Source: an optimization exercise on an open RTL-to-GDS flow (aim: small area, a short achievable clock period and few clock cycles per item). Production flows keep margins and buffers that such runs may drop. At most, simulation tests tie the RTL to the original design; equivalence was not proved. Power is estimated from default activity; no workload was simulated.

== v36 ==
## rvl_core
module rvl_core (
    input  wire        clk,
    input  wire        rst,
    input  wire        cmd_valid,
    input  wire [67:0] cmd_word,
    input  wire        enc_in_valid,
    input  wire [15:0] enc_in_data,
    output wire        enc_in_ready,
    output wire        enc_out_valid,
    output wire [7:0]  enc_out_data,
    input  wire        enc_out_ready,
    input  wire        dec_in_valid,
    input  wire [7:0]  dec_in_data,
    output wire        dec_in_ready,
    output wire        dec_out_valid,
    output wire [15:0] dec_out_data,
    input  wire        dec_out_ready,
    input  wire [3:0]  sts_sel,
    output reg  [35:0] sts_data
);
For scale: roughly 4,000 cells after synthesis, about 170 I/O pins.
==> flow/config.mk <==
export PLATFORM = sky130hd
export DESIGN_NAME = rvl_core
export DESIGN_NICKNAME = rvl_core
export VERILOG_FILES = /design/flow/design.v
export SDC_FILE = /design/flow/constraint.sdc
export NUM_CORES = 4
export LEC_CHECK = 0
export ABC_CLOCK_PERIOD_IN_PS = 3500
export CAP_MARGIN = 20
export CORE_MARGIN = 2
export CORE_UTILIZATION = 40
export SETUP_SLACK_MARGIN = 3.2
export SLEW_MARGIN = 20
==> flow/constraint.sdc <==
create_clock -name core_clock -period 7.0 [get_ports {clk}]
set_input_delay 1.4000 -clock core_clock [delete_from_list [all_inputs] [get_ports {clk}]]
set_output_delay 1.4000 -clock core_clock [all_outputs]
set_load 0.01 [all_outputs]
run.sh (not shown) runs the stock make flow with config.mk's settings and CLKGATE_MAP_FILE= SYNTH_SCRIPT=/design/flow/synth_recipe.tcl, a recipe that flattens the netlist after the stock synthesis.
v36 | stages: all done | timing, DRC, antenna: all pass
For v31, these inputs were changed with respect to v36:
--- a/flow/design.v
+++ b/flow/design.v
@@ -17,16 +17,17 @@
 );
     localparam [2:0] S_IDLE = 3'd0, S_RUN = 3'd1, S_TAIL = 3'd2, S_FLUSH = 3'd3,
                      S_DONE = 3'd6;
     reg [2:0]  st;
     reg [31:0] cnt, idx, run;
     reg [33:0] nbytes;
     reg [15:0] last;             
     reg [16:0] code;             
+    reg [2:0]  t_c;              
     reg        more;             
     reg        em;               
     reg        ph;               
     reg [3:0]  di;               
     reg        pend;             
     reg [3:0]  pnib;
     reg [7:0]  ob;
     reg        obv;
@@ -88,17 +89,16 @@
                 3'd4:    dig6 = v[14:12];
                 default: dig6 = {1'b0, v[16:15]};
             endcase
         end
     endfunction
     wire [16:0] delta   = {1'b0, in_data} - {1'b0, last};
     wire [16:0] code_in = {delta[15:0], 1'b0} ^ {17{delta[16]}};
     wire [3:0] t_r   = top11(run);
-    wire [2:0] t_c   = top6(code);
     wire       tail  = (st == S_TAIL);
     wire       di_nz = (di != 4'd0);
     wire       di_g1 = (di > 4'd1);
     wire [3:0] dim1  = di - 4'd1;
     wire [3:0] dim2  = di - 4'd2;
     reg [3:0] n0, n1;
     reg       has1, pdone, nph;
     reg [3:0] ndi;
@@ -197,16 +197,17 @@
             case (st)
                 S_RUN: begin
                     if (take) begin
                         idx  <= idx + 32'd1;
                         more <= (idx + 32'd1 != cnt);
                         if (nz) begin
                             last <= in_data;
                             code <= code_in;
+                            t_c  <= top6(code_in);
                             em   <= 1'b1;
                             ph   <= 1'b0;
                             di   <= fin ? 4'd0 : t_r;
                             if (fin)
                                 run <= 32'd0;
                         end else begin
                             run <= fin ? 32'd1 : run_p1;
                         end
@@ -268,16 +269,17 @@
 );
     localparam [2:0] S_IDLE = 3'd0, S_PARSE = 3'd1, S_ZEROS = 3'd2, S_DRAIN = 3'd3,
                      S_DONE = 3'd6, S_ERROR = 3'd7;
     localparam [1:0] E_NONE = 2'd0, E_TRUNCATED = 2'd1, E_OVERRUN = 2'd2,
                      E_OUT_OF_RANGE = 2'd3;
     reg [2:0]  st;
     reg [1:0]  err;
     reg [31:0] cnt, prod, acc;
+    reg [31:0] rem;              
     reg [33:0] len, bin;
     reg [34:0] nib;
     reg [1:0]  kd;               
     reg [15:0] prev, po;
     reg        pov;
     reg        aovf;
     reg        gt;               
     reg        zchk;             
@@ -317,18 +319,18 @@
     wire        ovf_c = ovf_a || (acc_a[31:29] != 3'd0);
     wire [31:0] acc_d = {29'd0, n1[2:0]};              
     wire [31:0] acc1  = e0 ? 32'd0 : acc_a;
     wire        ovf1  = !e0 && ovf_a;
     wire [31:0] acc_b = e0 ? acc_d : acc_c;
     wire        ovf_b = !e0 && ovf_c;
     wire        gt1   = e0 ? !gt : gt;
     wire [31:0] prod1 = prod + 32'd1;
-    wire        last1 = (prod1 == cnt);
-    wire [31:0] rem   = cnt - prod;
+    wire [31:0] rem1  = rem - 32'd1;
+    wire        last1 = (rem == 32'd1);
     wire        z_bad = aovf || (acc > rem);
     wire        bad_a = rng_bad(acc_a, ovf_a, prev);
     wire        bad_c = rng_bad(acc_c, ovf_c, prev);
     wire        bad_d = rng_bad(acc_d, 1'b0, prev);
     wire        bad_b = e0 ? bad_d : bad_c;
     wire        zr_a  = !ovf_a && (acc_a == 32'd0);
     wire        zr_b  = !ovf_b && (acc_b == 32'd0);
     wire [16:0] cval  = (e0 && gt) ? acc_a[16:0] : acc_b[16:0];
@@ -431,16 +433,17 @@
             pov  <= 1'b0;
             nc   <= 3'd0;
         end else if (start) begin
             st   <= (start_count != 32'd0) ? S_PARSE : S_DRAIN;
             err  <= E_NONE;
             cnt  <= start_count;
             len  <= start_len;
             prod <= 32'd0;
+            rem  <= start_count;
             bin  <= 34'd0;
             nib  <= 35'd0;
             kd   <= 2'd0;
             hb   <= (start_len != 34'd0);
             pov  <= 1'b0;
             nc   <= 3'd0;
             prev <= 16'd0;
             acc  <= 32'd0;
@@ -466,28 +469,30 @@
                         aovf <= novf;
                         gt   <= ngt;
                         zchk <= nzc;
                         if (wpix) begin
                             po   <= rec;
                             pov  <= 1'b1;
                             prev <= rec;
                             prod <= prod1;
+                            rem  <= rem1;
                         end
                     end
                 end
                 S_ZEROS: begin
                     if (zchk && z_bad) begin
                         err <= E_OVERRUN;
                         st  <= S_DRAIN;
                     end else if (of) begin
                         zchk <= 1'b0;
                         po   <= 16'd0;
                         pov  <= 1'b1;
                         prod <= prod1;
+                        rem  <= rem1;
                         acc  <= acc - 32'd1;
                         if (acc == 32'd1)
                             st <= last1 ? S_DRAIN : S_PARSE;
                     end
                 end
                 S_DRAIN: begin
                     if (!hb && of)
                         st <= (err == E_NONE) ? S_DONE : S_ERROR;
Findings:
- v31 finished all stages; the layout is clean.
- v31 ended with less maximum number of pins on one net before global-route repair than v36.
- Compared with v36, v31 shows a synthesized area divided by synthesized cell count that is 3.8% higher.
- Number of fill cells essentially unchanged between v31 and v36.
- The leakage power number comes out lower for v31 vs v36.
- v31 vs. v36: die width has decreased, count of clock tree sinks has increased, share of power burned in the clock network has increased, proportion of synthesized chip area in sequential cells has increased, synthesized instance count has decreased.
- In v31 relative to v36, first-pass GRT wire length had gone down by a little under 10%.
Testbench counts of v31, summed over its fixed seeds: cycles 10,960, items 18,582.
Only the layout flow was run in v36; the RTL was not checked for function there.


Another version of the RTL of rvl_core (not shown whole).
Size in the first run: roughly 3800 cells after synthesis, ~490 flip-flops, about 170 I/O pins, ~31000 um2 of cells after synthesis.
make LEC_CHECK=0 ABC_CLOCK_PERIOD_IN_PS=5000 CAP_MARGIN=20 CORE_MARGIN=2 CORE_UTILIZATION=40 SETUP_SLACK_MARGIN=2.8 SLEW_MARGIN=20 finish   # period 7.0 ns
==> next run, changes <==
--- a/flow/design.v
+++ b/flow/design.v
@@ -320,26 +320,27 @@
     wire [31:0] acc_d = {29'd0, n1[2:0]};              
     wire [31:0] acc1  = e0 ? 32'd0 : acc_a;
     wire        ovf1  = !e0 && ovf_a;
     wire [31:0] acc_b = e0 ? acc_d : acc_c;
     wire        ovf_b = !e0 && ovf_c;
     wire        gt1   = e0 ? !gt : gt;
     wire [31:0] prod1 = prod + 32'd1;
     wire [31:0] rem1  = rem - 32'd1;
     wire        last1 = (rem == 32'd1);
     wire        z_bad = aovf || (acc > rem);
+    wire        bad_a = rng_bad(acc_a, ovf_a, prev);
+    wire        bad_c = rng_bad(acc_c, ovf_c, prev);
+    wire        bad_d = rng_bad(acc_d, 1'b0, prev);
+    wire        bad_b = e0 ? bad_d : bad_c;
     wire        zr_a  = !ovf_a && (acc_a == 32'd0);
     wire        zr_b  = !ovf_b && (acc_b == 32'd0);
-    wire        csel  = e0 && gt;
-    wire [31:0] cfull = csel ? acc_a : acc_b;
-    wire        cbad  = rng_bad(cfull, csel ? ovf_a : ovf_b, prev);
-    wire [16:0] cval  = cfull[16:0];
+    wire [16:0] cval  = (e0 && gt) ? acc_a[16:0] : acc_b[16:0];
     wire [15:0] dlt   = {16{cval[0]}} ^ cval[16:1];
     wire [15:0] rec   = prev + dlt;
     reg  [1:0]  k;
     reg         wpix;            
     reg         nzc;
     reg  [2:0]  nst;
     reg  [1:0]  nerr;
     reg  [31:0] nacc;
     reg         novf, ngt;
     always @(*) begin
@@ -357,21 +358,21 @@
                 nst  = S_DRAIN;
             end
         end else begin
             k = 2'd1;
             if (e0 && !gt && !zr_a) begin
                 nacc = acc_a;
                 novf = ovf_a;
                 ngt  = 1'b1;
                 nzc  = 1'b1;
                 nst  = S_ZEROS;
-            end else if (e0 && gt && cbad) begin
+            end else if (e0 && gt && bad_a) begin
                 nerr = E_OUT_OF_RANGE;
                 nst  = S_DRAIN;
             end else if (e0 && gt && last1) begin
                 wpix = 1'b1;
                 nst  = S_DRAIN;
             end else begin
                 wpix = e0 && gt;
                 nacc = acc1;
                 novf = ovf1;
                 ngt  = gt1;
@@ -381,21 +382,21 @@
                         nacc = acc_b;
                         novf = ovf_b;
                     end else if (!gt1) begin
                         nacc = acc_b;
                         novf = ovf_b;
                         ngt  = 1'b1;
                         if (!zr_b) begin
                             nzc = 1'b1;
                             nst = S_ZEROS;
                         end
-                    end else if (cbad) begin
+                    end else if (bad_b) begin
                         nerr = E_OUT_OF_RANGE;
                         nst  = S_DRAIN;
                     end else begin
                         wpix = 1'b1;
                         nacc = 32'd0;
                         novf = 1'b0;
                         ngt  = 1'b0;
                         if (last1)
                             nst = S_DRAIN;
                     end
@@ -557,28 +558,26 @@
         .st_state(e_state), .st_count(e_count), .st_index(e_index), .st_bytes(e_bytes)
     );
     rvl_dec u_dec (
         .clk(clk), .rst(rst), .start(dec_start), .start_count(cmd_count),
         .start_len(cmd_len), .busy(dec_busy),
         .in_valid(dec_in_valid), .in_data(dec_in_data), .in_ready(dec_in_ready),
         .out_valid(dec_out_valid), .out_data(dec_out_data), .out_ready(dec_out_ready),
         .st_state(d_state), .st_err(d_err), .st_count(d_count), .st_len(d_len),
         .st_produced(d_produced), .st_bytes_in(d_bytes_in), .st_nibbles(d_nibbles)
     );
+    wire [15:0] sh = 16'd1 << sts_sel;
     always @(*) begin
-        case (sts_sel)
-            4'd0:    sts_data = {34'd0, cmd_err};
-            4'd1:    sts_data = {33'd0, e_state};
-            4'd2:    sts_data = {4'd0, e_count};
-            4'd3:    sts_data = {4'd0, e_index};
-            4'd4:    sts_data = {2'd0, e_bytes};
-            4'd5:    sts_data = {33'd0, d_state};
-            4'd6:    sts_data = {34'd0, d_err};
-            4'd7:    sts_data = {4'd0, d_count};
-            4'd8:    sts_data = {2'd0, d_len};
-            4'd9:    sts_data = {4'd0, d_produced};
-            4'd10:   sts_data = {2'd0, d_bytes_in};
-            4'd11:   sts_data = {1'd0, d_nibbles};
-            default: sts_data = 36'd0;
-        endcase
+        sts_data = ({36{sh[0]}}  & {34'd0, cmd_err})    |
+                   ({36{sh[1]}}  & {33'd0, e_state})    |
+                   ({36{sh[2]}}  & {4'd0, e_count})     |
+                   ({36{sh[3]}}  & {4'd0, e_index})     |
+                   ({36{sh[4]}}  & {2'd0, e_bytes})     |
+                   ({36{sh[5]}}  & {33'd0, d_state})    |
+                   ({36{sh[6]}}  & {34'd0, d_err})      |
+                   ({36{sh[7]}}  & {4'd0, d_count})     |
+                   ({36{sh[8]}}  & {2'd0, d_len})       |
+                   ({36{sh[9]}}  & {4'd0, d_produced})  |
+                   ({36{sh[10]}} & {2'd0, d_bytes_in})  |
+                   ({36{sh[11]}} & {1'd0, d_nibbles});
     end
 endmodule
=>
- The new run produced a clean layout
- worst hold slack loses 0.017 ns
- worst setup slack loses 0.066 ns
- die area goes up slightly
- flip-flop and latch count is unchanged
- wire length goes down by a few percent
- sequential power barely changes
No functional check of the RTL was part of any run of this note.

what the ideal ports hide:
The results above use ideal ports. As a check the final layouts listed here were re-extracted and re-timed, cells and wires unchanged.
Step 1 assumes that a clkbuf_16 drives the clock port and a buf_2 every other input.
Step 2 adds t to the input delays and takes it off the output delays; t is the mean of the earliest and latest rising clock arrival at the registers after step 1. Input paths then give back, and output paths get back, about the clock's delay inside the block.
Slacks: no drivers / after step 1 / after step 2; pairs: no drivers / after step 1.
| run | shift t [ns] | setup WS [ns] | latest minus earliest clock arrival (ns) | slew at the worst register clock pin (ns) | pins driven straight from the clock port |
|---|---|---|---|---|---|
| v36 | 0.700 | 1.334 / 1.334 / 1.334 | 0.032 / 0.032 | 0.07 / 0.07 | 1 |
| v31 | 0.691 | 2.797 / 2.733 / 2.503 | 0.052 / 0.052 | 0.07 / 0.07 | 1 |
| the first run of note 2 | 0.701 | 2.582 / 2.518 / 2.072 | 0.069 / 0.069 | 0.07 / 0.07 | 1 |
| the second run of note 2 | 0.689 | 2.515 / 2.447 / 2.297 | 0.018 / 0.017 | 0.07 / 0.07 | 1 |
After both steps setup and hold are still met in every run listed. The setup slack of the first run of note 2, which loses most, moves by -0.064 ns with the drivers and by -0.510 ns with both steps.
